Background: an optimization exercise with open tools, aiming at small area, a short achievable clock period and few clock cycles. Do not read the settings as production practice.
Where RTL was checked, it was by simulation tests only, not by an equivalence proof against the original.
No functional check of the RTL was part of runs 2 and 3.
No activity file was given, so power comes from the tool's default toggle rates.

$ cat flow/design.v
module rnc_decoder (
    input  wire        clk,
    input  wire        rst,           
    input  wire        start,         
    input  wire [15:0] in_len,        
    output reg  [1:0]  status,        
    output reg  [2:0]  err,           
    output reg  [3:0]  fcause,        
    output wire [15:0] out_len,       
    output reg  [15:0] crc,           
    output reg         in_re,
    output reg  [15:0] in_addr,
    input  wire [7:0]  in_rdata,
    output wire        out_we,
    output wire [15:0] out_waddr,
    output wire [7:0]  out_wdata,
    output wire        out_re,
    output wire [15:0] out_raddr,
    input  wire [7:0]  out_rdata
);
    localparam ST_IDLE  = 2'd0;
    localparam ST_BUSY  = 2'd1;
    localparam ST_DONE  = 2'd2;
    localparam ST_ERROR = 2'd3;
    localparam E_HEADER    = 3'd1;
    localparam E_METHOD    = 3'd2;
    localparam E_FORMAT    = 3'd3;
    localparam E_SIZE      = 3'd4;
    localparam E_INTEGRITY = 3'd5;
    localparam E_CAPACITY  = 3'd6;
    localparam C_TOO_SHORT      = 4'd1;
    localparam C_BAD_SIGNATURE  = 4'd2;
    localparam C_INVALID_SYMBOL = 4'd1;
    localparam C_ZERO_COUNT     = 4'd2;
    localparam C_ZERO_OFFSET    = 4'd3;
    localparam C_OFFSET_RANGE   = 4'd4;
    localparam C_TABLE_CAPACITY = 4'd5;
    localparam C_OVERSUBSCRIBED = 4'd6;
    localparam C_INPUT_EXHAUSTED= 4'd7;
    localparam C_OVERRUN        = 4'd1;
    localparam C_UNDERRUN       = 4'd2;
    localparam D_IDLE  = 4'd0;
    localparam D_HDR   = 4'd1;    
    localparam D_HCHK  = 4'd2;    
    localparam D_TD    = 4'd3;    
    localparam D_TEND  = 4'd4;    
    localparam D_CTRL  = 4'd6;    
    localparam D_SYM   = 4'd7;    
    localparam D_ACT   = 4'd8;    
    localparam D_LISS  = 4'd9;    
    localparam D_BITS  = 4'd10;   
    localparam D_MCHK  = 4'd11;   
    localparam D_FIN   = 4'd12;   
    localparam P_LIT = 2'd0;      
    localparam P_LEN = 2'd1;      
    localparam P_POS = 2'd2;      
    localparam P_SUB = 2'd3;      
    reg [3:0]  dst;
    reg [4:0]  hcnt;
    reg        sig_bad, meth_bad, cap_bad;
    reg [15:0] ucrc;
    reg [15:0] cur;          
    reg [15:0] rem_in;       
    reg        exh;          
    reg [7:0]  acc;          
    reg [3:0]  cnt;
    reg [7:0]  nb;           
    reg        nbv;          
    reg        pend;         
    reg [74:0] leA, leB, leC;
    reg [63:0] srA, srB, srC;
    reg [1:0]  btab;
    reg [4:0]  idx;
    reg [17:0] ksum;
    reg        ins_pend;
    reg [3:0]  ins_l;
    reg [3:0]  ins_sym;
    reg [1:0]  purp;
    reg [3:0]  gl;           
    reg [4:0]  gs;           
    reg        gdead;        
    reg [4:0]  le_lo;        
    reg [4:0]  le_h1;        
    reg [4:0]  le_h2;        
    reg [3:0]  gidx;         
    reg [4:0]  nbits;
    reg [15:0] sh;           
    reg        boff;         
    reg [8:0]  mlen;
    reg [3:0]  psym;
    reg [7:0]  lasthi;       
    reg [15:0] dopos;        
    reg [15:0] rem_out;      
    reg [8:0]  e_len;        
    reg [15:0] e_src;
    reg        e_lit, e_f1, e_f2;
    reg        q_valid;      
    reg [8:0]  q_len;
    reg [15:0] q_src;
    reg        q_lit, q_f1, q_f2;
    reg        r1_valid, r1_lit, r1_f1, r1_f2;
    reg        we_r;
    reg [15:0] waddr_r;
    reg [7:0]  wdata_r;
    reg [7:0]  h2;           
    integer i;
    function [15:0] crc_byte;
        input [15:0] c;
        input [7:0]  x;
        integer k;
        reg [15:0] r;
        begin
            r = c ^ {8'h00, x};
            for (k = 0; k < 8; k = k + 1)
                r = r[0] ? ((r >> 1) ^ 16'hA001) : (r >> 1);
            crc_byte = r;
        end
    endfunction
    function [4:0] le_get;
        input [74:0] le;
        input [4:0]  l;
        integer k;
        begin
            le_get = 5'd0;
            for (k = 1; k < 16; k = k + 1)
                if (l == k[4:0])
                    le_get = le[5*(k-1) +: 5];
        end
    endfunction
    wire busy     = (status == ST_BUSY);
    wire have_acc = (cnt != 4'd0);
    wire nb_ok    = nbv && !exh;
    wire av1      = have_acc || nb_ok;            
    wire f1       = !have_acc && exh;             
    wire two_ok   = (cnt >= 4'd2) || nb_ok;       
    wire b0       = have_acc ? acc[7] : nb[7];
    wire b1       = (cnt >= 4'd2) ? acc[6] : (cnt == 4'd1) ? nb[7] : nb[6];
    reg [74:0] le_t;
    reg [63:0] sr_t;
    always @* begin
        case (purp)
            P_LEN:   begin le_t = leC; sr_t = srC; end
            P_POS:   begin le_t = leB; sr_t = srB; end
            default: begin le_t = leA; sr_t = srA; end
        endcase
    end
    wire [4:0] le_h3 = le_get(le_t, {1'b0, gl} + 5'd3);
    wire [4:0] le_h4 = le_get(le_t, {1'b0, gl} + 5'd4);
    wire [5:0] s1    = {gs, b0} - {1'b0, le_lo};
    wire       m1    = !gdead && (s1 < {1'b0, le_h1});
    wire       dead1 = gdead || (s1[5:4] != 2'b00);
    wire [5:0] s2    = {s1[4:0], b1} - {1'b0, le_h1};
    wire       m2    = !dead1 && (s2 < {1'b0, le_h2});
    wire       dead2 = dead1 || (s2[5:4] != 2'b00);
    wire       g_two = !m1 && two_ok && (gl != 4'd15);
    wire       g_hit = m1 || (g_two && m2);
    wire [3:0] gsym  = sr_t[4*gidx +: 4];
    wire       liss    = (dst == D_LISS);
    wire [3:0] cstep   = liss ? gsym : 4'd1;
    wire [15:0] cur_nx = cur + {12'd0, cstep};
    wire [15:0] rin_nx = rem_in - {12'd0, cstep};
    wire       exh_nx  = (rem_in == {12'd0, cstep});
    wire [8:0] ostep   = liss ? {5'd0, gsym} : mlen;
    wire [15:0] dop_nx = dopos + {7'd0, ostep};
    wire [15:0] rout_nx = rem_out - {7'd0, ostep};
    wire [16:0] msrc   = {1'b0, dopos} - {1'b0, sh};    
    wire       c5    = (cnt >= 4'd5);
    wire       av5   = c5 || nb_ok;                   
    wire       f5    = !c5 && exh;                    
    wire [7:0] amask = ~(8'hFF >> cnt);               
    wire [15:0] bwin = {acc & amask, 8'd0} | ({nb, 8'd0} >> cnt);    
    wire [3:0] tdd   = bwin[14:11];                   
    wire [15:0] nbr  = {nb, nb} << (4'd5 - cnt);      
    wire [4:0]  ins_pos = le_get(leC, {1'b0, ins_l});
    wire pay_state = (dst != D_IDLE) && (dst != D_HDR);
    wire pf_issue  = pay_state && !nbv && !pend;
    wire e_issue   = (e_len != 9'd0);
    wire e_go      = e_issue && !(e_lit && pf_issue);
    wire e_lit_rd  = e_go && e_lit;
    wire eng_free  = (e_len == 9'd0) || (e_len == 9'd1 && e_go);
    wire drained   = !e_issue && !q_valid && !r1_valid && !we_r;
    wire hdr_issue = (dst == D_HDR) && (hcnt <= 5'd10);
    always @* begin
        in_re   = 1'b0;
        in_addr = cur;
        if (busy) begin
            if (dst == D_HDR) begin
                in_re   = hdr_issue;
                in_addr = (hcnt <= 5'd8) ? {11'd0, hcnt} : {11'd0, hcnt + 5'd4};
            end else if (e_lit_rd) begin
                in_re   = 1'b1;
                in_addr = e_src;
            end else begin
                in_re   = pf_issue;
            end
        end
    end
    assign out_re    = busy && e_go && !e_lit;
    assign out_raddr = e_src;
    assign out_we    = we_r;
    assign out_waddr = waddr_r;
    assign out_wdata = wdata_r;
    assign out_len   = (status == ST_DONE) ? dopos : 16'd0;
    task stop_copy;
        begin
            e_len    <= 9'd0;
            q_valid  <= 1'b0;
            r1_valid <= 1'b0;
            we_r     <= 1'b0;
        end
    endtask
    task fail;
        input [2:0] kind;
        input [3:0] cause;
        begin
            status  <= ST_ERROR;
            err     <= kind;
            fcause  <= cause;
            dst     <= D_IDLE;
            stop_copy;
        end
    endtask
    task issue;
        input        lit;
        input [15:0] src;
        input [8:0]  len;
        input        f1;
        input        f2;
        begin
            if (eng_free) begin
                e_len <= len;
                e_src <= src;
                e_lit <= lit;
                e_f1  <= f1;
                e_f2  <= f2;
            end else begin
                q_valid <= 1'b1;
                q_len   <= len;
                q_src   <= src;
                q_lit   <= lit;
                q_f1    <= f1;
                q_f2    <= f2;
            end
        end
    endtask
    task begin_table;
        input [1:0] which;
        begin
            btab <= which;
            idx  <= 5'd0;
            ksum <= 18'd0;
            leC  <= 75'd0;
            dst  <= D_TD;
        end
    endtask
    task begin_symbol;
        input [1:0] which;
        begin
            purp  <= which;
            gl    <= 4'd0;
            gs    <= 5'd0;
            gdead <= 1'b0;
            le_lo <= 5'd0;
            case (which)
                P_LEN: begin
                    le_h1 <= leC[4:0];
                    le_h2 <= leC[9:5];
                end
                P_POS: begin
                    le_h1 <= leB[4:0];
                    le_h2 <= leB[9:5];
                end
                default: begin
                    le_h1 <= leA[4:0];
                    le_h2 <= leA[9:5];
                end
            endcase
            dst   <= D_SYM;
        end
    endtask
    task next_token;
        begin
            if (f1)
                fail(E_FORMAT, C_INPUT_EXHAUSTED);
            else if (av1) begin
                take1;
                begin_symbol(b0 ? P_LEN : P_LIT);
            end else
                dst <= D_CTRL;
        end
    endtask
    task pull;
        begin
            cur    <= cur_nx;
            rem_in <= rin_nx;
            exh    <= exh_nx;
            nbv    <= 1'b0;
        end
    endtask
    task take1;
        begin
            if (have_acc) begin
                acc <= {acc[6:0], acc[7]};
                cnt <= cnt - 4'd1;
            end else begin
                acc <= {nb[6:0], nb[7]};
                cnt <= 4'd7;
                pull;
            end
        end
    endtask
    task take2;
        begin
            if (cnt >= 4'd2) begin
                acc <= {acc[5:0], acc[7:6]};
                cnt <= cnt - 4'd2;
            end else if (cnt == 4'd1) begin
                acc <= {nb[6:0], nb[7]};
                cnt <= 4'd7;
                pull;
            end else begin
                acc <= {nb[5:0], nb[7:6]};
                cnt <= 4'd6;
                pull;
            end
        end
    endtask
    always @(posedge clk) begin
        if (rst) begin
            status   <= ST_IDLE;
            err      <= 3'd0;
            fcause   <= 4'd0;
            crc      <= 16'd0;
            dst      <= D_IDLE;
            nbv      <= 1'b0;
            pend     <= 1'b0;
            ins_pend <= 1'b0;
            stop_copy;
        end else if (!busy) begin
            if (start) begin
                status   <= ST_BUSY;
                err      <= 3'd0;
                fcause   <= 4'd0;
                crc      <= 16'd0;
                dst      <= D_HDR;
                hcnt     <= 5'd0;
                sig_bad  <= 1'b0;
                meth_bad <= 1'b0;
                cap_bad  <= 1'b0;
                cur      <= 16'd18;
                cnt      <= 4'd0;
                nbv      <= 1'b0;
                pend     <= 1'b0;
                ins_pend <= 1'b0;
                dopos    <= 16'd0;
                waddr_r  <= 16'hFFFF;
                stop_copy;
            end
        end else begin
            r1_valid <= e_go;
            r1_lit   <= e_lit;
            r1_f1    <= e_f1;
            r1_f2    <= e_f2;
            if (e_go) begin
                e_src <= e_src + 16'd1;
                e_len <= e_len - 9'd1;
            end
            if (q_valid && eng_free) begin
                q_valid <= 1'b0;
                e_len   <= q_len;
                e_src   <= q_src;
                e_lit   <= q_lit;
                e_f1    <= q_f1;
                e_f2    <= q_f2;
            end
            we_r <= r1_valid;
            if (r1_valid) begin
                wdata_r <= r1_lit ? in_rdata : r1_f1 ? wdata_r : r1_f2 ? h2 : out_rdata;
                h2      <= wdata_r;
                waddr_r <= waddr_r + 16'd1;
            end
            if (we_r)
                crc <= crc_byte(crc, wdata_r);
            if (pend) begin
                nb   <= in_rdata;
                nbv  <= 1'b1;
                pend <= 1'b0;
            end else if (pf_issue) begin
                pend <= 1'b1;
            end
            if (ins_pend) begin
                ins_pend <= 1'b0;
                for (i = 1; i < 16; i = i + 1)
                    if (i[3:0] >= ins_l)
                        leC[5*(i-1) +: 5] <= leC[5*(i-1) +: 5] + 5'd1;
                for (i = 0; i < 16; i = i + 1) begin
                    if (i[4:0] > ins_pos)
                        srC[4*i +: 4] <= srC[4*(i-1) +: 4];
                    else if (i[4:0] == ins_pos)
                        srC[4*i +: 4] <= ins_sym;
                end
                if (!ksum[17])
                    ksum <= ksum + (18'h10000 >> ins_l);
            end
            case (dst)
                D_HDR: begin
                    if (in_len < 16'd18) begin
                        fail(E_HEADER, C_TOO_SHORT);
                    end else begin
                        hcnt <= hcnt + 5'd1;
                        case (hcnt)
                            5'd1: if (in_rdata != 8'h00) sig_bad <= 1'b1;
                            5'd2: if (in_rdata != 8'h52) sig_bad <= 1'b1;
                            5'd3: if (in_rdata != 8'h4E) sig_bad <= 1'b1;
                            5'd4: if (in_rdata != 8'h43) sig_bad <= 1'b1;
                            5'd5: if (in_rdata != 8'd1 && in_rdata != 8'd2) meth_bad <= 1'b1;
                            5'd6, 5'd7: if (in_rdata != 8'h00) cap_bad <= 1'b1;
                            5'd8, 5'd9: rem_out <= {rem_out[7:0], in_rdata};
                            5'd10, 5'd11: ucrc <= {ucrc[7:0], in_rdata};
                            default: ;
                        endcase
                        if (hcnt == 5'd11)
                            dst <= D_HCHK;
                    end
                end
                D_HCHK: begin
                    rem_in  <= in_len - 16'd18;
                    exh     <= (in_len == 16'd18);
                    if (sig_bad)
                        fail(E_HEADER, C_BAD_SIGNATURE);
                    else if (meth_bad)
                        fail(E_METHOD, 4'd0);
                    else if (cap_bad)
                        fail(E_CAPACITY, 4'd0);
                    else
                        begin_table(2'd0);
                end
                D_TD: begin
                    if (f1) begin
                        fail(E_FORMAT, C_INPUT_EXHAUSTED);
                    end else if (av1) begin
                        if (!b0) begin
                            if (!b1 && two_ok) begin
                                take2;
                                if (idx[4:1] == 4'b1000 || idx == 5'd15)
                                    fail(E_FORMAT, C_TABLE_CAPACITY);
                                else
                                    idx <= idx + 5'd2;
                            end else begin
                                take1;
                                if (idx == 5'd16)
                                    fail(E_FORMAT, C_TABLE_CAPACITY);
                                else
                                    idx <= idx + 5'd1;
                            end
                        end else if (av5) begin
                            if (c5) begin
                                acc <= {acc[2:0], acc[7:3]};
                                cnt <= cnt - 4'd5;
                            end else begin
                                acc <= nbr[15:8];
                                cnt <= cnt + 4'd3;
                                pull;
                            end
                            if (tdd == 4'd15)
                                dst <= D_TEND;
                            else if (idx == 5'd16)
                                fail(E_FORMAT, C_TABLE_CAPACITY);
                            else begin
                                ins_pend <= 1'b1;
                                ins_l    <= tdd + 4'd1;
                                ins_sym  <= idx[3:0];
                                idx      <= idx + 5'd1;
                            end
                        end else if (f5) begin
                            fail(E_FORMAT, C_INPUT_EXHAUSTED);
                        end
                    end
                end
                D_TEND: begin
                    if (ksum[17] || (ksum[16] && ksum[15:0] != 16'd0))
                        fail(E_FORMAT, C_OVERSUBSCRIBED);
                    else begin
                        if (btab != 2'd2) begin
                            leA <= leB;
                            srA <= srB;
                            leB <= leC;
                            srB <= srC;
                        end
                        if (btab == 2'd2) begin
                            lasthi <= 8'd0;
                            dst    <= D_CTRL;
                        end else
                            begin_table(btab + 2'd1);
                    end
                end
                D_CTRL: begin
                    next_token;
                end
                D_SYM: begin
                    if (f1) begin
                        fail(E_FORMAT, C_INPUT_EXHAUSTED);
                    end else if (av1) begin
                        if (g_two) begin
                            take2;
                            gl    <= gl + 4'd2;
                            gs    <= s2[4:0];
                            gdead <= dead2;
                            le_lo <= le_h2;
                            le_h1 <= le_h3;
                            le_h2 <= le_h4;
                        end else begin
                            take1;
                            gl    <= gl + 4'd1;
                            gs    <= s1[4:0];
                            gdead <= dead1;
                            le_lo <= le_h1;
                            le_h1 <= le_h2;
                            le_h2 <= le_h3;
                        end
                        if (g_hit) begin
                            gidx <= m1 ? s1[3:0] : s2[3:0];
                            dst  <= (purp == P_LIT) ? D_LISS : D_ACT;
                        end else if (g_two ? (gl == 4'd14) : (gl == 4'd15)) begin
                            fail(E_FORMAT, C_INVALID_SYMBOL);
                        end
                    end
                end
                D_ACT: begin
                    case (purp)
                        P_LEN: begin
                            if (gsym == 4'd2) begin
                                if (rem_out != 16'd0)
                                    fail(E_SIZE, C_UNDERRUN);
                                else
                                    dst <= D_FIN;
                            end else if (gsym == 4'd1) begin
                                nbits <= 5'd8;
                                boff  <= 1'b0;
                                dst   <= D_BITS;
                            end else begin
                                mlen <= {5'd0, gsym} + 9'd2;
                                begin_symbol(P_POS);
                            end
                        end
                        P_POS: begin
                            if (gsym >= 4'd13) begin
                                nbits <= {1'b0, gsym} + 5'd1;
                                sh    <= 16'd0;
                                boff  <= 1'b1;
                                dst   <= D_BITS;
                            end else begin
                                psym <= gsym;
                                begin_symbol(P_SUB);
                            end
                        end
                        default: begin
                            sh  <= {lasthi, psym, gsym};
                            dst <= D_MCHK;
                        end
                    endcase
                end
                D_LISS: begin
                    if (gsym == 4'd0)
                        fail(E_FORMAT, C_ZERO_COUNT);
                    else if (gsym == 4'd2)
                        begin_table(2'd0);
                    else if (rem_out < {12'd0, gsym})
                        fail(E_SIZE, C_OVERRUN);
                    else if (rem_in < {12'd0, gsym})
                        fail(E_FORMAT, C_INPUT_EXHAUSTED);
                    else if (!q_valid) begin
                        issue(1'b1, cur, {5'd0, gsym}, 1'b0, 1'b0);
                        cur     <= cur_nx;
                        rem_in  <= rin_nx;
                        exh     <= exh_nx;
                        nbv     <= 1'b0;
                        pend    <= 1'b0;
                        dopos   <= dop_nx;
                        rem_out <= rout_nx;
                        if (have_acc) begin
                            acc <= {acc[6:0], acc[7]};
                            cnt <= cnt - 4'd1;
                            begin_symbol(acc[7] ? P_LEN : P_LIT);
                        end else
                            dst <= D_CTRL;
                    end
                end
                D_BITS: begin
                    if (f1) begin
                        fail(E_FORMAT, C_INPUT_EXHAUSTED);
                    end else if (av1) begin
                        if (nbits != 5'd1 && two_ok) begin
                            take2;
                            sh    <= {sh[13:0], b0, b1};
                            nbits <= nbits - 5'd2;
                            if (nbits == 5'd2) begin
                                if (boff)
                                    dst <= D_MCHK;
                                else begin
                                    mlen <= {1'b0, sh[5:0], b0, b1} + 9'd2;
                                    begin_symbol(P_POS);
                                end
                            end
                        end else begin
                            take1;
                            sh    <= {sh[14:0], b0};
                            nbits <= nbits - 5'd1;
                            if (nbits == 5'd1) begin
                                if (boff)
                                    dst <= D_MCHK;
                                else begin
                                    mlen <= {1'b0, sh[6:0], b0} + 9'd2;
                                    begin_symbol(P_POS);
                                end
                            end
                        end
                    end
                end
                D_MCHK: begin
                    if (sh == 16'd0)
                        fail(E_FORMAT, C_ZERO_OFFSET);
                    else if (msrc[16] || sh > 16'd32768)
                        fail(E_FORMAT, C_OFFSET_RANGE);
                    else if (rem_out < {7'd0, mlen})
                        fail(E_SIZE, C_OVERRUN);
                    else if (!q_valid) begin
                        issue(1'b0, msrc[15:0], mlen, sh == 16'd1, sh == 16'd2);
                        lasthi  <= sh[15:8];
                        dopos   <= dop_nx;
                        rem_out <= rout_nx;
                        next_token;
                    end
                end
                D_FIN: begin
                    if (drained) begin
                        if (crc != ucrc)
                            fail(E_INTEGRITY, 4'd0);
                        else begin
                            status <= ST_DONE;
                            dst    <= D_IDLE;
                        end
                    end
                end
                default: dst <= D_IDLE;
            endcase
        end
    end
endmodule
$ cat flow/run.sh
#!/bin/bash
# synth_recipe.tcl (not shown) runs the flow's synth.tcl, then flattens the netlist and writes it again
# the make line also repeats each setting of config.mk as NAME=value (left out here)
make -C /OpenROAD-flow-scripts/flow DESIGN_CONFIG=/design/flow/config.mk WORK_HOME=/design/flow/orfs CLKGATE_MAP_FILE= SYNTH_SCRIPT=/design/flow/synth_recipe.tcl finish
$ cat flow/config.mk
export PLATFORM = sky130hd
export DESIGN_NAME = rnc_decoder
export DESIGN_NICKNAME = rnc_decoder
export VERILOG_FILES = /design/flow/design.v
export SDC_FILE = /design/flow/constraint.sdc
export NUM_CORES = 4
export LEC_CHECK = 0
export ABC_CLOCK_PERIOD_IN_PS = 4500
export CAP_MARGIN = 20
export CORE_MARGIN = 2
export CORE_UTILIZATION = 40
export SETUP_SLACK_MARGIN = 5
export SLEW_MARGIN = 20
$ cat flow/constraint.sdc
create_clock -name core_clock -period 10.0 [get_ports {clk}]
set_input_delay 2.0000 -clock core_clock [delete_from_list [all_inputs] [get_ports {clk}]]
set_output_delay 2.0000 -clock core_clock [all_outputs]
set_load 0.01 [all_outputs]
==> impl_metrics.yaml, run 1 <==
route:
  drtPass1Iterations: 8
  drc: 0
  routed_via_density: 6.27
  drt-initial-drc-count: 5126
  vias: 41500
  ant_nets: 0
  wl_um: 169000
  wl_per_cell_um: 25.5
sta:
  max_freq_mhz: 193
  fin_crit_sh_pct: 51.9
  rsz0062_at_grt: "true"
  drv_slew: 0
  finClkSkew_ns: 0.0375
  hold_violations: 0
  fin_hold_ws_ns: 0.425
  setup_tns_ns: 0
  relSlewSlack_pct: 15.8
  setup_violations: 0
  tightest_slew_ns: 1.25
  min_period_ns: 5.19
final_layout:
  final_common_cell: "edfxtp_1"
  fin_util_pct: 48.9
  final_cell_mix: "715 x edfxtp_1, 517 x nor2_1, 426 x nand2_1"
  area_growth_pct: 21.3
  final_nets: 5213
  drive_gt1_share_pct: 16.4
  instances_no_fill: 6612
  fillers: 10500
critical_path:
  arrival_ns: 5.74
  reg2regPathDepth: 25
  crit_path_start_kind: "flop"
  worst-path-max-fanout: 4
  critPathKind: "reg2reg"
  crit_required_ns: 10.56
  cp-end-kind: "flop"
global_routing:
  grtUsageMet3_pct: 5.64
  grt_use_met1_pct: 38.2
  grt_start_max_net_pins: 162
  first_global_vias: 38600
  gr-total-overflow: 0
  antenna_found_initial: 2
  grtUsageMet2_pct: 40.2
  grt_pass1_wl_um: 248000
  grt.busiest_layer: "met2"
  track_usage_pct: 26.7
yosys:
  synth_cell_types: 95
  synth.net_count: 4987
  async_flop_share_pct: 0
  syn_area_per_cell_um2: 9.79
  syn_area_um2: 46800
  synth_cells: 4785
  synth-seq-cells: 759
  seq_area_frac_synth_pct: 47.7
  synth_top_cell_by_area: "edfxtp_1"
  netlist_top_cells_area: "edfxtp_1 46%, nor2_1 4.4%, ha_1 4.2%"
  netlist.area_leader.share_pct: 45.8
  synth-edff-count: 715
  yosys_warnings: 2
  ys.flop_type: "edfxtp_1"
power:
  p_total_uw: 11300
  p_leak_uw: 0.0196
  p_per_area_nw_per_um2: 198
  vdd_drop_max_mv: 0.342
die:
  die_w_um: 346
  io_pins: 135
  std_cell_rows: 125
  start_util_pct: 40.3
  die_h_um: 346
  die-area_um2: 120000
  core-area_um2: 116000
hold_path:
  hold_depth: 0
  worstHoldPathType: "reg2reg"
run:
  cap_violations: 0
clock_tree:
  clkSinkCount: 759
  cts_tree: "done"
  clockBufferDepth: 3
  cts_hold_buf: 0
  clk_pin_slew_ns: 0.06
  htreeDepth: 3
  cts-buffers-inserted: 90
  root_buffer: "clkbuf_16"
  clk_latency_ns: 0.69
placed_design:
  port_buffers: 134
  place.gp.congestion: 0.951
  placed_cells: 6234
  hpwlAfterDp_um: 110000
status:
  status: "complete, no violations"
==> final timing paths <==
check                                          start  slack (ns)               endpoint
worst max-delay path            cnt[0]$_SDFFCE_PN0P_        4.81  e_len[0]$_SDFFE_PP0N_
worst min-delay path               leB[12]$_DFFE_PP_        0.42      leA[12]$_DFFE_PP_
worst max register to register  cnt[0]$_SDFFCE_PN0P_        4.81  e_len[0]$_SDFFE_PP0N_
worst min register to register     leB[12]$_DFFE_PP_        0.42      leA[12]$_DFFE_PP_
==> sequential cells by signal, summed over array words and instances (netlist names), 17 cells and up, named ones only <==
name,flops
ksum,17
srB,64
leC,75
srA,64
leB,75
leA,75
srC,64
==> cells by family (layout without fill, tap and decap cells) <==
kind of cell / Yosys count / in the layout / share of synthesized area [%]
other cells: 0 / 2 / 0
compound gates: 1401 / 1402 / 19.5
simple gates: 1589 / 1595 / 15.7
flops: 759 / 759 / 47.7
xor+xnor: 255 / 255 / 4.77
mux: 170 / 171 / 3.98
fa+ha+maj: 167 / 167 / 4.59
buf+inv: 444 / 737 / 3.75
==> through the flow <==
step	area, um^2	setup slack, ns
2_1_floorplan	47200	3.16
3_3_place_gp	49900	2.89
6_report	56800	4.81
5_1_grt	56800	4.67
3_5_place_dp	49900	2.82
4_1_cts	55100	4.78
==> where the power goes <==
group          total (uW)  internal, uW  switching, uW
Sequential           4100          3770            333
Clock                3360          1920           1440
Combinational        3810          1490           2320
Total               11300          7180           4090
==> Yosys cell counts, types with 35 or more instances <==
| library cell | number |
|---|---|
| o22ai_1 | 55 |
| nand4_1 | 65 |
| ha_1 | 159 |
| a211oi_1 | 57 |
| and2_1 | 51 |
| inv_1 | 146 |
| buf_1 | 49 |
| nor3_1 | 120 |
| dfxtp_1 | 44 |
| nor2_1 | 544 |
| a221oi_1 | 64 |
| buf_2 | 40 |
| nand2b_1 | 35 |
| a22oi_1 | 144 |
| edfxtp_1 | 715 |
| o21ai_0 | 305 |
| o211ai_1 | 37 |
| xnor2_1 | 135 |
| nor4_1 | 47 |
| xor2_1 | 120 |
| nand3_1 | 87 |
| nor2b_1 | 49 |
| mux2i_1 | 87 |
| nand2_1 | 447 |
| clkbuf_1 | 201 |
| mux2_2 | 78 |
| a21oi_1 | 385 |
==> per-layer routing <==
layer,part of all wire (%),routed length (um)
met1,43,72500
met2,44,75000
met3,9.8,16600
met4,2.9,4830
met5,0,0
==> critical path, cell delays in order (launching register included) <==
cell,delay (ns)
edfxtp_1,0.51
inv_8,0.10
ha_4,0.14
nor3b_4,0.20
mux2_4,0.39
inv_12,0.07
ha_4,0.12
inv_2,0.03
fa_2,0.33
buf_4,0.16
xor2_4,0.23
buf_4,0.15
ha_1,0.17
a211oi_2,0.04
o31a_1,0.36
a21oi_4,0.18
buf_12,0.13
inv_8,0.03
ha_4,0.24
and4_4,0.25
a31oi_4,0.10
nor4b_2,0.26
buf_4,0.20
nand2_8,0.06
a32o_1,0.26
or3_1,0.29
==> layout make-up <==
type	instances	area, um^2	area share [%]
Sequential cell	759	22400	39.4
Inverter	149	612	1.08
Antenna cell	2	5.00	0.00881
Clock inverter	55	577	1.02
Tap cell	1524	1910	3.36
Timing Repair Buffer	419	4300	7.57
Clock buffer	112	2370	4.17
Timing Repair inverter	2	15.0	0.0264
Multi-Input combinational cell	3590	24700	43.4
==> what timing repair did <==
item | 4_1_cts | 5_1_grt
cloned | 16 | 8
pin swaps | 62 | 128
buffers inserted | 126 | 59
resized for setup | 228 | 240
setup endpoints to repair | 429 | 403
Testbench counts, summed over its fixed seeds: cycles 180,433.
==> run 2: changes to the inputs <==
--- a/flow/design.v
+++ b/flow/design.v
@@ -53,2 +53,3 @@
     localparam D_FIN   = 4'd12;   
+    localparam D_EOB   = 4'd13;   
     localparam P_LIT = 2'd0;      
@@ -148,7 +149,19 @@
     wire [4:0] le_h4 = le_get(le_t, {1'b0, gl} + 5'd4);
-    wire [5:0] s1    = {gs, b0} - {1'b0, le_lo};
-    wire       m1    = !gdead && (s1 < {1'b0, le_h1});
+    wire [5:0] s1c0  = {gs, 1'b0} - {1'b0, le_lo};       
+    wire [5:0] s1c1  = {gs, 1'b1} - {1'b0, le_lo};       
+    wire [5:0] s2c00 = {s1c0[4:0], 1'b0} - {1'b0, le_h1};
+    wire [5:0] s2c01 = {s1c0[4:0], 1'b1} - {1'b0, le_h1};
+    wire [5:0] s2c10 = {s1c1[4:0], 1'b0} - {1'b0, le_h1};
+    wire [5:0] s2c11 = {s1c1[4:0], 1'b1} - {1'b0, le_h1};
+    wire       m1c0  = (s1c0 < {1'b0, le_h1});
+    wire       m1c1  = (s1c1 < {1'b0, le_h1});
+    wire       m2c00 = (s2c00 < {1'b0, le_h2}) && (s1c0[5:4] == 2'b00);
+    wire       m2c01 = (s2c01 < {1'b0, le_h2}) && (s1c0[5:4] == 2'b00);
+    wire       m2c10 = (s2c10 < {1'b0, le_h2}) && (s1c1[5:4] == 2'b00);
+    wire       m2c11 = (s2c11 < {1'b0, le_h2}) && (s1c1[5:4] == 2'b00);
+    wire [5:0] s1    = b0 ? s1c1 : s1c0;
+    wire       m1    = !gdead && (b0 ? m1c1 : m1c0);
     wire       dead1 = gdead || (s1[5:4] != 2'b00);
-    wire [5:0] s2    = {s1[4:0], b1} - {1'b0, le_h1};
-    wire       m2    = !dead1 && (s2 < {1'b0, le_h2});
+    wire [5:0] s2    = b0 ? (b1 ? s2c11 : s2c10) : (b1 ? s2c01 : s2c00);
+    wire       m2    = !gdead && (b0 ? (b1 ? m2c11 : m2c10) : (b1 ? m2c01 : m2c00));
     wire       dead2 = dead1 || (s2[5:4] != 2'b00);
@@ -250,4 +263,2 @@
             idx  <= 5'd0;
-            ksum <= 18'd0;
-            leC  <= 75'd0;
             dst  <= D_TD;
@@ -426,2 +437,4 @@
                 D_HCHK: begin
+                    leC     <= 75'd0;
+                    ksum    <= 18'd0;
                     rem_in  <= in_len - 16'd18;
@@ -480,2 +493,10 @@
                 D_TEND: begin
+                    if (btab != 2'd2) begin
+                        leA <= leB;
+                        srA <= srB;
+                        leB <= leC;
+                        srB <= srC;
+                        leC <= 75'd0;
+                        ksum <= 18'd0;
+                    end
                     if (ksum[17] || (ksum[16] && ksum[15:0] != 16'd0))
@@ -483,8 +504,2 @@
                     else begin
-                        if (btab != 2'd2) begin
-                            leA <= leB;
-                            srA <= srB;
-                            leB <= leC;
-                            srB <= srC;
-                        end
                         if (btab == 2'd2) begin
@@ -566,3 +581,3 @@
                     else if (gsym == 4'd2)
-                        begin_table(2'd0);
+                        dst <= D_EOB;
                     else if (rem_out < {12'd0, gsym})
@@ -634,2 +649,7 @@
                 end
+                D_EOB: begin
+                    leC  <= 75'd0;
+                    ksum <= 18'd0;
+                    begin_table(2'd0);
+                end
                 D_FIN: begin
==> run 2 against run 1 <==
  * Still clean on timing, DRC and antenna
  * Non-clock buffer count is 81 lower
  * Utilization is 1.9 points lower
  * Final cell count is 2.2% higher
  * Register-to-register slack better by 0.22 ns
  * Die area is 2.8% higher
  * Sequential share of layout area is 0.40 points higher
==> impl_metrics.yaml, run 2 <==
status:
  status: "complete, no violations"
critical_path:
  worst-path-max-fanout: 6
  arrival_ns: 5.58
  cp-end-kind: "flop"
  crit_required_ns: 10.57
  critPathKind: "in2reg"
  crit_path_start_kind: "input pin"
route:
  wl_um: 169000
  ant_nets: 0
  wl_per_cell_um: 25.0
  vias: 41600
  drtPass1Iterations: 7
  routed_via_density: 6.15
  drt-initial-drc-count: 5132
  drc: 0
placed_design:
  place.gp.congestion: 0.971
  placed_cells: 6480
  placed_cell_area_um2: 51300
  pre_cts_ws_ns: 3.32
  hpwlAfterDp_um: 115000
  port_buffers: 134
power:
  seq_power_share_pct: 42.8
  p_leak_uw: 0.0198
  power_frac_comb_pct: 19.7
  p_per_area_nw_per_um2: 162
  vdd_drop_max_mv: 0.136
  p_switching_uw: 2820
  switching_share_pct: 30.9
  p_clk_share_pct: 37.4
  p_int_uw: 6300
global_routing:
  grt_start_max_net_pins: 111
  gr-total-overflow: 0
  grt_pass1_wl_um: 251000
  antenna_found_initial: 4
  first_global_vias: 38900
  track_usage_pct: 26.6
clock_tree:
  root_buffer: "clkbuf_16"
  cts-buffers-inserted: 89
  htreeDepth: 3
  clockBufferDepth: 3
  clkSinkCount: 759
  cts_tree: "done"
  clk_pin_slew_ns: 0.06
  clk_latency_ns: 0.70
sta:
  fin_crit_sh_pct: 50.1
  max_freq_mhz: 200
  finalWorstSetupSlack_ns: 4.99
  setup_tns_ns: 0
  tightest_slew_ns: 1.13
  finClkSkew_ns: 0.0624
  hold_violations: 0
  drv_slew: 0
  rsz0062_at_grt: "true"
  min_period_ns: 5.01
  setup_violations: 0
  relSlewSlack_pct: 23.8
die:
  die_h_um: 351
  die-area_um2: 123000
  io_pins: 135
  die_w_um: 351
  std_cell_rows: 127
  start_util_pct: 40.2
  core-area_um2: 120000
final_layout:
  reg_top3: "leA (75), leB (75), leC (75)"
  fin_util_pct: 47.0
  final_cell_mix: "715 x edfxtp_1, 520 x nor2_1, 497 x nand2_1"
  final_common_cell: "edfxtp_1"
  stdcell_area_um2: 56200
  area_growth_pct: 16.8
  drive_gt1_share_pct: 12.3
  final_nets: 5295
  instances_no_fill: 6755
yosys:
  yosys-top-cells-count: "715 x edfxtp_1, 533 x nor2_1, 507 x nand2_1, 414 x a21oi_1, 283 x o21ai_0"
  synth_cell_types: 106
  synth_cells: 4942
  yosys_warnings: 2
  async_flop_share_pct: 0
  synth-edff-count: 715
  netlist_top_cells_area: "edfxtp_1 45%, ha_1 4.7%, a21oi_1 4.3%"
  synth_most_common_cell: "edfxtp_1"
  ys.flop_type: "edfxtp_1"
  syn_area_per_cell_um2: 9.74
  netlist.area_leader.share_pct: 44.6
  synth.net_count: 5169
  seq_area_frac_synth_pct: 46.4
  synth-seq-cells: 759
  syn_area_um2: 48100
  synth_top_cell_by_area: "edfxtp_1"
hold_path:
  worstHoldPathType: "reg2reg"
run:
  cap_violations: 0
## run 2: cell count changes after synthesis, sizes merged, moves of 21 or more
cell | before | now
a21oi | 385 | 414
a22o | 19 | 40
a31oi | 31 | 57
clkbuf | 201 | 229
ha | 159 | 180
nand2 | 447 | 508
nand3 | 87 | 118
nor3 | 122 | 97
o21ai | 313 | 291
## run 2: power groups by stage
stage | clock [uW] | sequential [uW] | combinational [uW]
detailed placement | 0 | 3980 | 1700
CTS | 3470 | 3900 | 1740
floorplan | 0 | 3860 | 1140
global placement | 0 | 3970 | 1680
global route | 3580 | 3920 | 1930
finish | 3420 | 3910 | 1800
## run 2: layout make-up
cell class,instances,area [um^2]
inverters,160,644
well taps,1612,2020
repair buffers,338,3260
flip-flops and latches,759,22400
clock inverters,59,682
fillers,11200,63400
diodes,1,2.50
clock buffers,106,2330
multi-input cells,3720,24900
## run 2: metrics by stage
stage | hold WS [ns] | total power, uW
floorplan | 0.426 | 5000
global placement | 0.429 | 5650
detailed placement | 0.433 | 5670
CTS | 0.404 | 9110
global route | 0.414 | 9430
finish | 0.412 | 9130
## run 2: metal layers
| metal | GRT usage, % | part of all wire (%) | vias up | wire [um] |
|---|---|---|---|---|
| li1 | - | - | 18900 | - |
| met1 | 37.8 | 43 | 20300 | 72800 |
| met2 | 40.8 | 45 | 2134 | 75900 |
| met3 | 4.18 | 8.6 | 333 | 14600 |
| met4 | 9.49 | 3.4 | 0 | 5800 |
| met5 | 0 | 0 | - | 0 |
## run 2: logic make-up (layout without fill, tap and decap cells)
family	count (synthesis)	after routing	synth area share [%]
and+or+nand+nor	1602	1603	15.1
AOI/OAI and AO/OA	1461	1461	20.0
DFF	759	759	46.4
buffers and inverters	464	663	3.86
xor gates and xnor gates	274	274	4.99
adders and majority gates	192	192	5.18
muxes	190	190	4.48
other	0	1	0
## run 2: worst paths after layout
check / startpoint / to / slack [ns] / cells after the start
setup reg to reg: dst[1]$_SDFFE_PP0P_ / rem_in[11]$_DFFE_PP_ / 5.03 / 15
hold reg to reg: srB[25]$_DFFE_PP_ / srA[25]$_DFFE_PP_ / 0.41 / 0
setup / recovery: in_len[1] / fcause[2]$_SDFFE_PP0P_ / 4.99 / 11
hold / removal: srB[25]$_DFFE_PP_ / srA[25]$_DFFE_PP_ / 0.41 / 0
## run 2: critical path, cell delays in order
cell	delay, ns
clkdlybuf4s50_1	0.60
o31a_1	0.38
nand2b_1	0.21
nor2_1	0.39
a21o_1	0.36
nand3_1	0.21
a41oi_2	0.37
o2111ai_2	0.22
o31ai_4	0.31
nand2_4	0.17
mux2_4	0.34
## run 2: timing repair
| action | CTS | global route |
|---|---|---|
| setup endpoints to repair | 301 | 181 |
| setup buffers | 52 | 46 |
| gates cloned | 6 | 5 |
| pin swaps | 27 | 43 |
| hold buffers | 0 | 0 |
| gates resized for setup | 148 | 88 |
==> run 3: changes to the inputs <==
--- a/flow/config.mk
+++ b/flow/config.mk
@@ -7,3 +7,3 @@
 export LEC_CHECK = 0
-export ABC_CLOCK_PERIOD_IN_PS = 4500
+export ABC_AREA = 1
 export CAP_MARGIN = 20
==> run 3 against run 2 <==
  * Still clean
  * Worst setup slack improved by 0.048 ns
  * Highest routed layer is now met5
  * Critical path depth increased by 21
  * Register-to-register slack about the same
  * First-iteration DRC count increased by 6.5%
  * Via count increased by 9.7%
==> impl_metrics.yaml, run 3 <==
status:
  status: "complete, no violations"
final_layout:
  final_nets: 6340
  final_cell_mix: "1,266 x nand2_1, 715 x edfxtp_1, 630 x inv_1"
  drive_gt1_share_pct: 8.74
  reg_top3: "leA (75), leB (75), leC (75)"
  n_antenna_cell: 0
  area_growth_pct: 15.1
  stdcell_area_um2: 56700
  final_common_cell: "nand2_1"
yosys:
  seq_area_frac_synth_pct: 45.4
  synth_top_cell_by_area: "edfxtp_1"
  synth-edff-count: 715
  syn_area_per_cell_um2: 8.24
  yosys-top-cells-count: "1,279 x nand2_1, 715 x edfxtp_1, 642 x inv_1, 600 x o21ai_0, 529 x nor2_1"
  synth-seq-cells: 759
  netlist_top_cells_area: "edfxtp_1 44%, nand2_1 9.7%, o21ai_0 6.1%"
  syn_area_um2: 49300
  ys.flop_type: "edfxtp_1"
  async_flop_share_pct: 0
  synth_most_common_cell: "nand2_1"
  netlist.area_leader.share_pct: 43.6
  synth_cells: 5981
  synth.net_count: 6208
  synth_cell_types: 81
  yosys_warnings: 2
critical_path:
  reg2reg_from: "purp[0]$_DFFE_PP_"
  setup.worst_path.start: "purp[0]$_DFFE_PP_"
  ff2ff_setup_slack_ns: 5.04
  cpPeakStageDelay_ns: 0.43
  reg2regPathDepth: 32
  cp-end-kind: "flop"
  slowest_stage: "edfxtp_1"
  crit_required_ns: 10.44
  crit_path_start_kind: "flop"
  crit_top_cell: "nand2_1"
  critPathKind: "reg2reg"
  arrival_ns: 5.40
  r2r_end: "cur[15]$_SDFFCE_PN0P_"
  worst-path-max-fanout: 14
placed_design:
  port_buffers: 134
  placed_cell_area_um2: 52200
  hpwlAfterDp_um: 121000
  pre_cts_ws_ns: 3.29
  place.gp.congestion: 0.957
clock_tree:
  cts_hold_buf: 0
  cts_tree: "done"
  root_buffer: "clkbuf_16"
  clk_latency_ns: 0.69
  clockBufferDepth: 3
  clk_pin_slew_ns: 0.06
  cts-buffers-inserted: 87
  htreeDepth: 3
  clkSinkCount: 759
die:
  start_util_pct: 40.4
  std_cell_rows: 128
  die-area_um2: 126000
  die_h_um: 355
  core-area_um2: 122000
  io_pins: 135
  die_w_um: 355
route:
  wl_um: 178000
  routed_via_density: 5.84
  drc: 0
  drt-initial-drc-count: 5468
  wl_per_cell_um: 22.8
  drtPass1Iterations: 6
  vias: 45600
  ant_nets: 0
sta:
  fin_crit_sh_pct: 49.6
  rsz0062_at_grt: "true"
  setup_violations: 0
  finClkSkew_ns: 0.0320
  drv_slew: 0
  finalWorstSetupSlack_ns: 5.04
  tightest_slew_ns: 1.14
  hold_violations: 0
  setup_tns_ns: 0
  min_period_ns: 4.96
  relSlewSlack_pct: 23.6
  max_freq_mhz: 202
global_routing:
  grt_start_max_net_pins: 162
  gr-total-overflow: 0
  antenna_found_initial: 3
  first_global_vias: 42400
  grt_pass1_wl_um: 264000
  track_usage_pct: 27.0
run:
  cap_violations: 0
hold_path:
  hold_end: "leA[67]$_DFFE_PP_"
  hold_depth: 0
  worstHoldPathType: "reg2reg"
  hp-start: "leB[67]$_DFFE_PP_"
power:
  p_per_area_nw_per_um2: 156
  vdd_drop_max_mv: 0.162
  p_total_uw: 8830
  p_leak_uw: 0.0222
run 3: changes by cell type after synthesis, moves of 44 or more:
cell	before	now
mux2i_1	99	9
o211ai_1	28	82
a21oi_1	414	480
nand2_1	507	1279
a22oi_1	129	25
inv_1	151	642
xnor2_1	135	40
nand3_1	118	271
clkbuf_1	229	132
nor2b_1	44	0
mux2_2	78	0
buf_2	15	62
o21ai_0	283	600
run 3: worst max-delay path by stage:
stage / end / slack, ns / depth (start not counted)
finish: cur[15]$_SDFFCE_PN0P_ / 5.04 / 32
global route: rem_in[15]$_DFFE_PP_ / 4.83 / 30
CTS: in_addr[14] / 4.93 / 13
detailed placement: rem_out[15]$_DFFE_PP_ / 3.29 / 27
global placement: dopos[13]$_SDFFCE_PN0P_ / 3.50 / 27
floorplan: leA[0]$_DFFE_PP_ / 3.13 / 4
run 3: worst max-delay path: cells and delay by family, from the launching register on:
family | cells | cell delay (ns)
DFF | 1 | 0.43
and+or+nand+nor | 16 | 2.09
adders and majority gates | 2 | 0.37
buffers and inverters | 7 | 0.87
xor gates and xnor gates | 1 | 0.23
AOI/OAI and AO/OA | 6 | 0.71
run 3: logic make-up (layout without fill, tap and decap cells):
group                      Yosys count  in the layout  share of synthesized area, %
and+or+nand+nor                   2370           2370                          20.5
AOI/OAI and AO/OA                 1536           1536                          18.1
buffers and inverters              928           1128                          7.50
DFF                                759            759                          45.4
adders and majority gates          192            192                          5.06
xor gates and xnor gates           187            187                          3.34
muxes                                9              9                         0.183
run 3: final cells by class:
type / count / area, um^2
Clock buffer: 111 / 2370
Clock inverter: 46 / 322
Fill cell: 11900 / 65300
Inverter: 683 / 2630
Multi-Input combinational cell: 4294 / 23900
Sequential cell: 759 / 22400
Tap cell: 1625 / 2030
Timing Repair Buffer: 288 / 3080
run 3: timing repair:
item                       CTS  global route
pin swaps                   10            33
setup endpoints to repair  398           311
gates resized for setup    102           126
cloned                       5             7
buffers inserted            24            49
run 3: layer usage:
layer  wire (um)  up-vias  track usage, %
met5          15        -               0
met1       77000    21900            38.8
li1            -    21100               -
met2       78500     2264            41.4
met4        6090        2            8.92
met3       16400      383            4.37
run 3: metrics by stage:
stage               hold slack, ns  utilization, %  std cells
floorplan                    0.425               -       5981
global placement             0.427            42.8       7564
detailed placement           0.432            42.8       7564
CTS                          0.442            45.6       7750
global route                 0.452            46.5       7806
finish                       0.445            46.5       7806
run 3: report_power, final:
part / total [uW] / switching (uW) / internal [uW]
clock network: 3120 / 1370 / 1750
logic: 1990 / 1370 / 623
registers: 3720 / 129 / 3590
==> run 4: changes to the inputs <==
--- a/flow/design.v
+++ b/flow/design.v
@@ -70,3 +70,3 @@
     reg        pend;         
-    reg [74:0] leA, leB, leC;
+    reg [68:0] leA, leB, leC;
     reg [63:0] srA, srB, srC;
@@ -120,3 +120,3 @@
     function [4:0] le_get;
-        input [74:0] le;
+        input [68:0] le;
         input [4:0]  l;
@@ -125,5 +125,8 @@
             le_get = 5'd0;
-            for (k = 1; k < 16; k = k + 1)
+            if (l == 5'd1) le_get = {3'd0, le[1:0]};
+            if (l == 5'd2) le_get = {2'd0, le[4:2]};
+            if (l == 5'd3) le_get = {1'd0, le[8:5]};
+            for (k = 4; k < 16; k = k + 1)
                 if (l == k[4:0])
-                    le_get = le[5*(k-1) +: 5];
+                    le_get = le[9+5*(k-4) +: 5];
         end
@@ -138,3 +141,3 @@
     wire b1       = (cnt >= 4'd2) ? acc[6] : (cnt == 4'd1) ? nb[7] : nb[6];
-    reg [74:0] le_t;
+    reg [68:0] le_t;
     reg [63:0] sr_t;
@@ -276,12 +279,12 @@
                 P_LEN: begin
-                    le_h1 <= leC[4:0];
-                    le_h2 <= leC[9:5];
+                    le_h1 <= {3'd0, leC[1:0]};
+                    le_h2 <= {2'd0, leC[4:2]};
                 end
                 P_POS: begin
-                    le_h1 <= leB[4:0];
-                    le_h2 <= leB[9:5];
+                    le_h1 <= {3'd0, leB[1:0]};
+                    le_h2 <= {2'd0, leB[4:2]};
                 end
                 default: begin
-                    le_h1 <= leA[4:0];
-                    le_h2 <= leA[9:5];
+                    le_h1 <= {3'd0, leA[1:0]};
+                    le_h2 <= {2'd0, leA[4:2]};
                 end
@@ -403,5 +406,8 @@
                 ins_pend <= 1'b0;
-                for (i = 1; i < 16; i = i + 1)
+                if (ins_l <= 4'd1) leC[1:0] <= leC[1:0] + 2'd1;
+                if (ins_l <= 4'd2) leC[4:2] <= leC[4:2] + 3'd1;
+                if (ins_l <= 4'd3) leC[8:5] <= leC[8:5] + 4'd1;
+                for (i = 4; i < 16; i = i + 1)
                     if (i[3:0] >= ins_l)
-                        leC[5*(i-1) +: 5] <= leC[5*(i-1) +: 5] + 5'd1;
+                        leC[9+5*(i-4) +: 5] <= leC[9+5*(i-4) +: 5] + 5'd1;
                 for (i = 0; i < 16; i = i + 1) begin
@@ -437,3 +443,3 @@
                 D_HCHK: begin
-                    leC     <= 75'd0;
+                    leC     <= 69'd0;
                     ksum    <= 18'd0;
@@ -498,3 +504,3 @@
                         srB <= srC;
-                        leC <= 75'd0;
+                        leC <= 69'd0;
                         ksum <= 18'd0;
@@ -650,3 +656,3 @@
                 D_EOB: begin
-                    leC  <= 75'd0;
+                    leC  <= 69'd0;
                     ksum <= 18'd0;
--- a/flow/config.mk
+++ b/flow/config.mk
@@ -7,3 +7,3 @@
 export LEC_CHECK = 0
-export ABC_AREA = 1
+export ABC_CLOCK_PERIOD_IN_PS = 4500
 export CAP_MARGIN = 20
==> run 4 against run 3 <==
  * Combinational power fell by 69%
  * Total power down 18%
  * Global-route usage is 1.0 points lower
  * Area after synthesis decreased by 3.8%
  * Worst setup slack lost 0.15 ns
  * Critical endpoint is now rem_in[14]$_DFFE_PP_
  * Clock skew is 0.029 ns higher
==> impl_metrics.yaml, run 4 <==
status:
  status: "complete, no violations"
power:
  power_frac_comb_pct: 8.5
  p_clk_share_pct: 43.0
  vdd_drop_max_mv: 0.133
  p_int_uw: 5400
  p_switching_uw: 1840
  p_leak_uw: 0.0193
  seq_power_share_pct: 48.5
  switching_share_pct: 25.4
  p_per_area_nw_per_um2: 131
critical_path:
  crit_path_start_kind: "input pin"
  crit_required_ns: 10.39
  crit_top_cell: "buf_4"
  cpPeakStageDelay_ns: 0.51
  cp-end-kind: "flop"
  path_cells: "clkdlybuf4s50_1 -> buf_4 -> nand2b_4 -> inv_6 -> o21ai_0 -> a221o_4 -> or3_4 -> a2111oi_4 -> buf_4 -> buf_8"
  cp_num_buf_inv: 5
  slowest_stage: "inv_6"
  worst-path-max-fanout: 44
  reg2regPathDepth: 23
  crit_cells: 10
  arrival_ns: 5.50
  ff2ff_setup_slack_ns: 4.91
  cp_top_family: "buffers and inverters"
  critPathKind: "in2reg"
yosys:
  synth.net_count: 5096
  seq_area_frac_synth_pct: 46.0
  synth-seq-cells: 741
  yosys_warnings: 2
  synth_cell_types: 116
  netlist.area_leader.share_pct: 44.2
  synth_cells: 4870
  synth_most_common_cell: "edfxtp_1"
  async_flop_share_pct: 0
  netlist_top_cells_area: "edfxtp_1 44%, ha_1 4.7%, a21oi_1 4.5%"
  synth-edff-count: 697
  yosys-top-cells-count: "697 x edfxtp_1, 525 x nor2_1, 462 x nand2_1, 423 x a21oi_1, 293 x o21ai_0"
  syn_area_um2: 47400
  ys.flop_type: "edfxtp_1"
  syn_area_per_cell_um2: 9.73
  synth_top_cell_by_area: "edfxtp_1"
placed_design:
  place.gp.congestion: 0.969
  pre_cts_ws_ns: 3.34
  hpwlAfterDp_um: 111000
  port_buffers: 134
  placed_cell_area_um2: 50400
route:
  drtPass1Iterations: 6
  wl_per_cell_um: 24.7
  vias: 40800
  ant_nets: 0
  routed_via_density: 6.19
  drc: 0
  wl_um: 163000
  drt-initial-drc-count: 4746
sta:
  relSlewSlack_pct: 21.7
  fin_crit_sh_pct: 51.1
  min_period_ns: 5.11
  setup_violations: 0
  rsz0062_at_grt: "true"
  setup_tns_ns: 0
  hold_violations: 0
  finalWorstSetupSlack_ns: 4.89
  drv_slew: 0
  max_freq_mhz: 196
  finClkSkew_ns: 0.0608
  tightest_slew_ns: 1.16
final_layout:
  reg_top3: "leA (69), leB (69), leC (69)"
  seqCellArea_um2: 21800
  fillers: 11100
  final_cell_mix: "697 x edfxtp_1, 510 x nor2_1, 453 x nand2_1"
  final_common_cell: "edfxtp_1"
  area_growth_pct: 16.3
  stdcell_area_um2: 55100
  final_nets: 5216
  multiInputGateArea_um2: 24800
  drive_gt1_share_pct: 13.5
  fin_util_pct: 46.8
clock_tree:
  htreeDepth: 3
  cts-buffers-inserted: 86
  root_buffer: "clkbuf_16"
  cts_hold_buf: 0
  clockBufferDepth: 3
  cts_tree: "done"
  clk_latency_ns: 0.69
  clk_pin_slew_ns: 0.07
  clkSinkCount: 741
global_routing:
  track_usage_pct: 26.0
  gr-total-overflow: 0
  first_global_vias: 38800
  antenna_found_initial: 4
  grt_start_max_net_pins: 185
  grt_pass1_wl_um: 245000
die:
  die_h_um: 348
  start_util_pct: 40.2
  die-area_um2: 121000
  core-area_um2: 118000
  io_pins: 135
  std_cell_rows: 126
  die_w_um: 348
hold_path:
  worstHoldPathType: "reg2reg"
  hold_depth: 0
run:
  cap_violations: 0
[run 4: worst reg2reg max path: stages, from the launching register on]
cell       delay, ns
edfxtp_1        0.42
buf_6           0.15
ha_4            0.19
buf_8           0.15
buf_16          0.13
buf_12          0.13
a22o_1          0.24
mux4_2          0.48
o22ai_2         0.20
o21ai_2         0.11
and2_4          0.24
inv_8           0.08
ha_4            0.12
a21oi_2         0.05
nand3_1         0.07
nor2_2          0.06
a22oi_2         0.23
o21a_4          0.17
o21ai_4         0.06
a221o_4         0.42
or3_4           0.37
a2111oi_4       0.40
buf_4           0.19
buf_8           0.13
[run 4: cells by family (layout without fill, tap and decap cells)]
logic type / count (synthesis) / after routing / synth area share, %
mux: 180 / 180 / 4.63
simple gates: 1572 / 1574 / 15.4
other cells: 0 / 2 / 0
flops: 741 / 741 / 46.0
buf+inv: 461 / 649 / 3.92
fa+ha+maj: 191 / 191 / 5.23
compound gates: 1468 / 1468 / 20.1
xor+xnor: 257 / 257 / 4.75
[run 4: final timing paths]
path | from | to
min | srC[63]$_DFFE_PP_ | srB[63]$_DFFE_PP_
min reg2reg | srC[63]$_DFFE_PP_ | srB[63]$_DFFE_PP_
max reg2reg | purp[1]$_DFFE_PP_ | rem_in[14]$_DFFE_PP_
max | rst | rem_in[14]$_DFFE_PP_
[run 4: repair_timing]
| action | in CTS | in global routing |
|---|---|---|
| resized for setup | 177 | 121 |
| gates cloned | 9 | 2 |
| buffers inserted | 67 | 29 |
| pin swaps | 46 | 61 |
| endpoints found under the setup margin | 311 | 193 |
[run 4: layer usage]
| metal | GRT usage (%) | vias to the layer above | share of wire, % | wire length, um |
|---|---|---|---|---|
| met5 | 0 | - | 0.0055 | 9 |
| met4 | 9.14 | 2 | 3.3 | 5370 |
| met3 | 4.81 | 298 | 9.0 | 14600 |
| met2 | 39.6 | 1969 | 44 | 72200 |
| met1 | 37.0 | 20000 | 43 | 70500 |
| li1 | - | 18600 | - | - |
[run 4: metrics by stage]
step / hold slack [ns] / power, uW / cells
floorplan: 0.426 / 3930 / 4870
finish: 0.433 / 7240 / 6598
global route: 0.446 / 7460 / 6597
CTS: 0.419 / 7260 / 6565
global placement: 0.427 / 4150 / 6330
detailed placement: 0.433 / 4150 / 6331
[run 4: power by group through the flow]
stage                     Clock (uW)  Combinational (uW)  Sequential (uW)
after floorplan                    0                 387             3540
after global placement             0                 573             3570
after detailed placement           0                 579             3570
after CTS                       3160                 598             3510
after global routing            3280                 668             3520
final                           3110                 618             3510
[run 4: layout make-up]
cell class,instances,share of cell area (%)
Sequential cell,741,39.6
Clock inverter,47,0.772
Tap cell,1536,3.49
Clock buffer,111,4.24
Timing Repair Buffer,334,5.86
Inverter,157,1.11
Antenna cell,2,0.00908
Multi-Input combinational cell,3670,44.9
Testbench counts of run 4, summed over its fixed seeds: cycles 180,527.
==> run 5: changes to the inputs <==
--- a/flow/config.mk
+++ b/flow/config.mk
@@ -10,4 +10,6 @@
 export CORE_MARGIN = 2
-export CORE_UTILIZATION = 40
+export CORE_UTILIZATION = 55
+export PLACE_DENSITY = 0.75
 export SETUP_SLACK_MARGIN = 5
 export SLEW_MARGIN = 20
+export TNS_END_PERCENT = 20
==> run 5 against run 4 <==
  * Utilization up 17 points
  * Global-route usage increased by 7.9 points
  * Flip-flop and latch count did not move
  * Combinational power down 2%
  * Clock-buffer cell count shrank 15
  * Sequential power about the same
  * Area after synthesis stayed put
  * Fmax shrank 1.0%
  * Worst setup slack lost 0.054 ns
  * Register-to-register slack worse by 0.07 ns
  * Final cell count shrank 6.3%
  * Critical endpoint is now in_addr[14]
  * Largest cell class unchanged
  * Largest power group unchanged
==> impl_metrics.yaml, run 5 <==
status:
  status: "complete, no violations"
route:
  ant_nets: 0
  routed_via_density: 6.80
  drtPass1Iterations: 8
  vias: 42000
  wl_per_cell_um: 25.5
  wl_um: 158000
  drc: 0
  drt-initial-drc-count: 6024
yosys:
  synth_cells: 4870
  async_flop_share_pct: 0
  netlist_top_cells_area: "edfxtp_1 44%, ha_1 4.7%, a21oi_1 4.5%"
  synth_most_common_cell: "edfxtp_1"
  synth-seq-cells: 741
  syn_area_um2: 47400
  syn_area_per_cell_um2: 9.73
  synth.net_count: 5096
  seq_area_frac_synth_pct: 46.0
  netlist.area_leader.share_pct: 44.2
  yosys_warnings: 2
  yosys-top-cells-count: "697 x edfxtp_1, 525 x nor2_1, 462 x nand2_1, 423 x a21oi_1, 293 x o21ai_0"
  synth-edff-count: 697
  ys.flop_type: "edfxtp_1"
  synth_top_cell_by_area: "edfxtp_1"
  synth_cell_types: 116
power:
  p_leak_uw: 0.0192
  vdd_drop_max_mv: 0.136
  p_per_area_nw_per_um2: 135
final_layout:
  final_cell_mix: "697 x edfxtp_1, 515 x nor2_1, 454 x nand2_1"
  stdcell_area_um2: 54300
  drive_gt1_share_pct: 12.1
  final_common_cell: "edfxtp_1"
  reg_top3: "leA (69), leB (69), leC (69)"
  area_growth_pct: 14.6
  final_nets: 5198
  fillers: 6766
critical_path:
  cp-end-kind: "output pin"
  critPathKind: "reg2out"
  crit_required_ns: 8.00
  ff2ff_setup_slack_ns: 4.84
  worst-path-max-fanout: 4
  crit_path_start_kind: "flop"
  arrival_ns: 3.17
sta:
  min_period_ns: 5.17
  max_freq_mhz: 194
  hold_violations: 0
  rsz0062_at_grt: "true"
  tightest_slew_ns: 1.20
  fin_crit_sh_pct: 51.7
  relSlewSlack_pct: 19.3
  drv_slew: 0
  setup_tns_ns: 0
  finClkSkew_ns: 0.0509
  setup_violations: 0
run:
  cap_violations: 0
placed_design:
  port_buffers: 134
  placed_cell_area_um2: 49700
  place.gp.congestion: 1.00
  hpwlAfterDp_um: 105000
die:
  start_util_pct: 55.6
  die-area_um2: 88500
  std_cell_rows: 107
  io_pins: 135
  die_w_um: 298
  die_h_um: 298
  core-area_um2: 85300
global_routing:
  gr-total-overflow: 0
  first_global_vias: 39200
  antenna_found_initial: 4
  grt_pass1_wl_um: 236000
  grt_start_max_net_pins: 158
  track_usage_pct: 34.0
clock_tree:
  clockBufferDepth: 3
  cts-buffers-inserted: 83
  cts_hold_buf: 0
  cts_tree: "done"
  clk_pin_slew_ns: 0.06
  htreeDepth: 3
  clk_latency_ns: 0.70
  clkSinkCount: 741
  root_buffer: "clkbuf_16"
hold_path:
  worstHoldPathType: "reg2reg"
run 5: path summary, 6_finish.rpt:
path                         start           endpoint  depth (start not counted)
min reg2reg      leB[48]$_DFFE_PP_  leA[48]$_DFFE_PP_                          0
max          e_len[1]$_SDFFE_PP0N_        in_addr[14]                         12
max reg2reg      purp[1]$_DFFE_PP_  purp[1]$_DFFE_PP_                         16
min              leB[48]$_DFFE_PP_  leA[48]$_DFFE_PP_                          0
run 5: cell families after synthesis:
family	share of synthesized area, %
muxes	4.63
and+or+nand+nor	15.4
AOI/OAI and AO/OA	20.1
adders and majority gates	5.23
buffers and inverters	3.92
xor gates and xnor gates	4.75
DFF	46.0
run 5: worst max-delay path: stages (launching register included):
cell	delay [ns]
dfxtp_1	0.34
inv_1	0.08
ha_1	0.17
or2b_4	0.30
or4_4	0.50
and2_4	0.20
nand2_1	0.09
nand2_2	0.10
nand2_2	0.15
buf_4	0.13
buf_4	0.09
a22o_1	0.12
clkdlybuf4s15_2	0.22
run 5: repair_timing:
item                                    in CTS  in global routing
gates cloned                                 7                  5
gates resized for setup                    141                 76
endpoints found under the setup margin     317                272
buffers inserted                            52                 32
pin swaps                                   27                 18
run 5: cell type report:
class	instances	area (um^2)	share of cell area, %
repair buffers	320	3140	5.79
well taps	1144	1430	2.64
clock buffers	96	2140	3.93
diodes	1	2.50	0.00461
inverters	157	624	1.15
clock inverters	54	701	1.29
flip-flops and latches	741	21800	40.2
multi-input cells	3669	24400	45.0
run 5: power by group:
part	switching [uW]	total, uW	internal, uW
registers	80.4	3510	3430
clock network	1370	3210	1840
logic	382	607	225
run 5: stage by stage:
stage	hold WS [ns]	std cells	utilization [%]	worst slack, ns	power (uW)
after detailed placement	0.434	5934	58.3	3.08	4140
after global routing	0.438	6181	63.7	4.73	7490
after global placement	0.428	5934	58.3	3.23	4120
after CTS	0.428	6143	62.8	4.89	7300
final	0.425	6182	63.7	4.83	7330
after floorplan	0.426	4870	-	0.839	3930
run 5: per-layer routing:
| layer | routed length [um] | up-vias | track usage [%] |
|---|---|---|---|
| li1 | - | 18500 | - |
| met1 | 61900 | 20100 | 48.0 |
| met2 | 68400 | 2973 | 50.2 |
| met3 | 20600 | 473 | 7.75 |
| met4 | 6690 | 4 | 14.3 |
| met5 | 27 | - | 0 |
==> run 6: changes to the inputs <==
--- a/flow/config.mk
+++ b/flow/config.mk
@@ -14,2 +14 @@
 export SLEW_MARGIN = 20
-export TNS_END_PERCENT = 20
==> run 6 against run 5 <==
  * Clock-buffer cell count increased by 7
  * Sequential power about the same
  * Still clean
  * Critical endpoint is now cur[12]$_SDFFCE_PN0P_
  * Largest power group unchanged
  * Critical path type is now reg2reg
  * Critical path depth grew 10
==> impl_metrics.yaml, run 6 <==
yosys:
  synth.net_count: 5096
  yosys-top-cells-count: "697 x edfxtp_1, 525 x nor2_1, 462 x nand2_1, 423 x a21oi_1, 293 x o21ai_0"
  synth_cells: 4870
  synth_top_cell_by_area: "edfxtp_1"
  syn_area_per_cell_um2: 9.73
  synth-seq-cells: 741
  synth-edff-count: 697
  ys.flop_type: "edfxtp_1"
  seq_area_frac_synth_pct: 46.0
  netlist_top_cells_area: "edfxtp_1 44%, ha_1 4.7%, a21oi_1 4.5%"
  syn_area_um2: 47400
  netlist.area_leader.share_pct: 44.2
  async_flop_share_pct: 0
  synth_most_common_cell: "edfxtp_1"
  yosys_warnings: 2
  synth_cell_types: 116
clock_tree:
  clk_latency_ns: 0.68
  cts_tree: "done"
  clk_pin_slew_ns: 0.07
  cts-buffers-inserted: 83
  cts_hold_buf: 0
  htreeDepth: 3
  clkSinkCount: 741
  clockBufferDepth: 3
  root_buffer: "clkbuf_16"
sta:
  tightest_slew_ns: 1.20
  relSlewSlack_pct: 19.6
  fin_crit_sh_pct: 51.7
  rsz0062_at_grt: "true"
  min_period_ns: 5.17
  setup_violations: 0
  setup_tns_ns: 0
  drv_slew: 0
  hold_violations: 0
  finClkSkew_ns: 0.0359
  finalWorstSetupSlack_ns: 4.83
  max_freq_mhz: 193
route:
  drt-initial-drc-count: 6632
  vias: 42400
  routed_via_density: 6.82
  drc: 0
  wl_per_cell_um: 25.6
  drtPass1Iterations: 7
  ant_nets: 0
  wl_um: 159000
critical_path:
  cp-end-kind: "flop"
  path_cells: "buf_6 -> ha_4 -> buf_6 -> buf_16 -> a22o_1 -> mux4_2 -> mux4_2 -> a21oi_4 -> buf_12 -> nand2_8 -> ha_4 -> fa_2 -> a21o_1 -> a21o_1 -> and3_4 -> and4_4 -> buf_6 -> nand2_2 -> xor2_1 -> o22ai_1 -> nor3_1 -> a211oi_1"
  arrival_ns: 5.55
  crit_path_start_kind: "flop"
  worst-path-max-fanout: 10
  cp_top_family: "compound AO/OA/AOI/OAI gates"
  slowest_stage: "mux4_2"
  cpPeakStageDelay_ns: 0.56
  crit_required_ns: 10.38
  critPathKind: "reg2reg"
  crit_top_cell: "buf_6"
  cp_num_buf_inv: 5
placed_design:
  pre_cts_ws_ns: 3.23
  place.gp.congestion: 1.01
  port_buffers: 134
  placed_cell_area_um2: 49800
  hpwlAfterDp_um: 104000
final_layout:
  final_common_cell: "edfxtp_1"
  stdcell_area_um2: 55100
  reg_top3: "leA (69), leB (69), leC (69)"
  drive_gt1_share_pct: 13.6
  final_cell_mix: "697 x edfxtp_1, 514 x nor2_1, 452 x nand2_1"
  area_growth_pct: 16.3
  final_nets: 5230
  fillers: 6600
global_routing:
  first_global_vias: 38800
  grt_start_max_net_pins: 155
  gr-total-overflow: 0
  track_usage_pct: 33.9
  grt_pass1_wl_um: 236000
  antenna_found_initial: 4
power:
  vdd_drop_max_mv: 0.116
  p_leak_uw: 0.0195
  p_per_area_nw_per_um2: 133
  switching_share_pct: 25.0
  p_clk_share_pct: 43.6
  p_int_uw: 5490
  seq_power_share_pct: 47.9
  p_switching_uw: 1830
  power_frac_comb_pct: 8.5
run:
  cap_violations: 0
hold_path:
  worstHoldPathType: "reg2reg"
status:
  status: "complete, no violations"
die:
  start_util_pct: 55.6
  die_w_um: 298
  io_pins: 135
  die_h_um: 298
  die-area_um2: 88500
  core-area_um2: 85300
  std_cell_rows: 107
==> run 6: cell counts after synthesis <==
No cell type changed its count.
==> run 6: logic make-up (layout without fill, tap and decap cells) <==
logic type	after synthesis	count (layout)	synth area share (%)
other	0	1	0
and+or+nand+nor	1572	1574	15.4
buffers and inverters	461	660	3.92
DFF	741	741	46.0
muxes	180	181	4.63
adders and majority gates	191	191	5.23
AOI/OAI and AO/OA	1468	1468	20.1
xor gates and xnor gates	257	257	4.75
==> run 6: power groups by stage <==
stage          Clock, uW  Sequential [uW]  Combinational, uW
2_1_floorplan          0             3540                387
5_1_grt             3320             3510                664
6_report            3190             3510                620
4_1_cts             3200             3500                587
3_3_place_gp           0             3570                551
3_5_place_dp           0             3570                563
==> run 6: per-stage QoR <==
| step | hold slack [ns] | instances | power [uW] | utilization [%] |
|---|---|---|---|---|
| after global routing | 0.446 | 6216 | 7500 | 64.7 |
| after detailed placement | 0.433 | 5932 | 4140 | 58.4 |
| after floorplan | 0.426 | 4870 | 3930 | - |
| after CTS | 0.429 | 6143 | 7290 | 63.1 |
| final | 0.438 | 6217 | 7320 | 64.7 |
| after global placement | 0.427 | 5932 | 4120 | 58.4 |
==> run 6: final timing paths <==
check / start / endpoint / slack (ns) / depth (start not counted)
hold / removal: leB[38]$_DFFE_PP_ / leA[38]$_DFFE_PP_ / 0.44 / 0
setup / recovery: purp[0]$_DFFE_PP_ / cur[12]$_SDFFCE_PN0P_ / 4.83 / 22
setup reg to reg: purp[0]$_DFFE_PP_ / cur[12]$_SDFFCE_PN0P_ / 4.83 / 22
hold reg to reg: leB[38]$_DFFE_PP_ / leA[38]$_DFFE_PP_ / 0.44 / 0
==> run 6: repair_timing <==
action / 4_1_cts / 5_1_grt
pin swaps: 41 / 79
gates resized for setup: 175 / 160
gates cloned: 10 / 9
endpoints found under the setup margin: 319 / 198
endpoints found under the hold margin: 0 / 0
buffers inserted: 48 / 63
==> run 6: layout make-up <==
cell class | count | area (um^2) | share of cell area [%]
multi-input combinational | 3671 | 24800 | 45.1
sequential | 741 | 21800 | 39.6
timing repair buffer | 350 | 3620 | 6.56
clock buffer | 103 | 2180 | 3.96
tap | 1144 | 1430 | 2.60
inverter | 157 | 627 | 1.14
clock inverter | 50 | 617 | 1.12
antenna | 1 | 2.50 | 0.00454
==> run 6: metal layers <==
layer	vias up	GRT usage, %	routed length (um)
met3	519	7.29	20600
met2	2951	49.3	68500
li1	18600	-	-
met4	0	14.4	7100
met1	20300	48.9	62800
met5	-	0	0

Setup slack of run 6, layout unchanged: 4.828 ns with ideal ports, 4.828 ns with driving cells assumed (clock clkbuf_16, inputs buf_2), 4.216 ns with port delays also shifted by the 0.735 ns mid clock arrival.
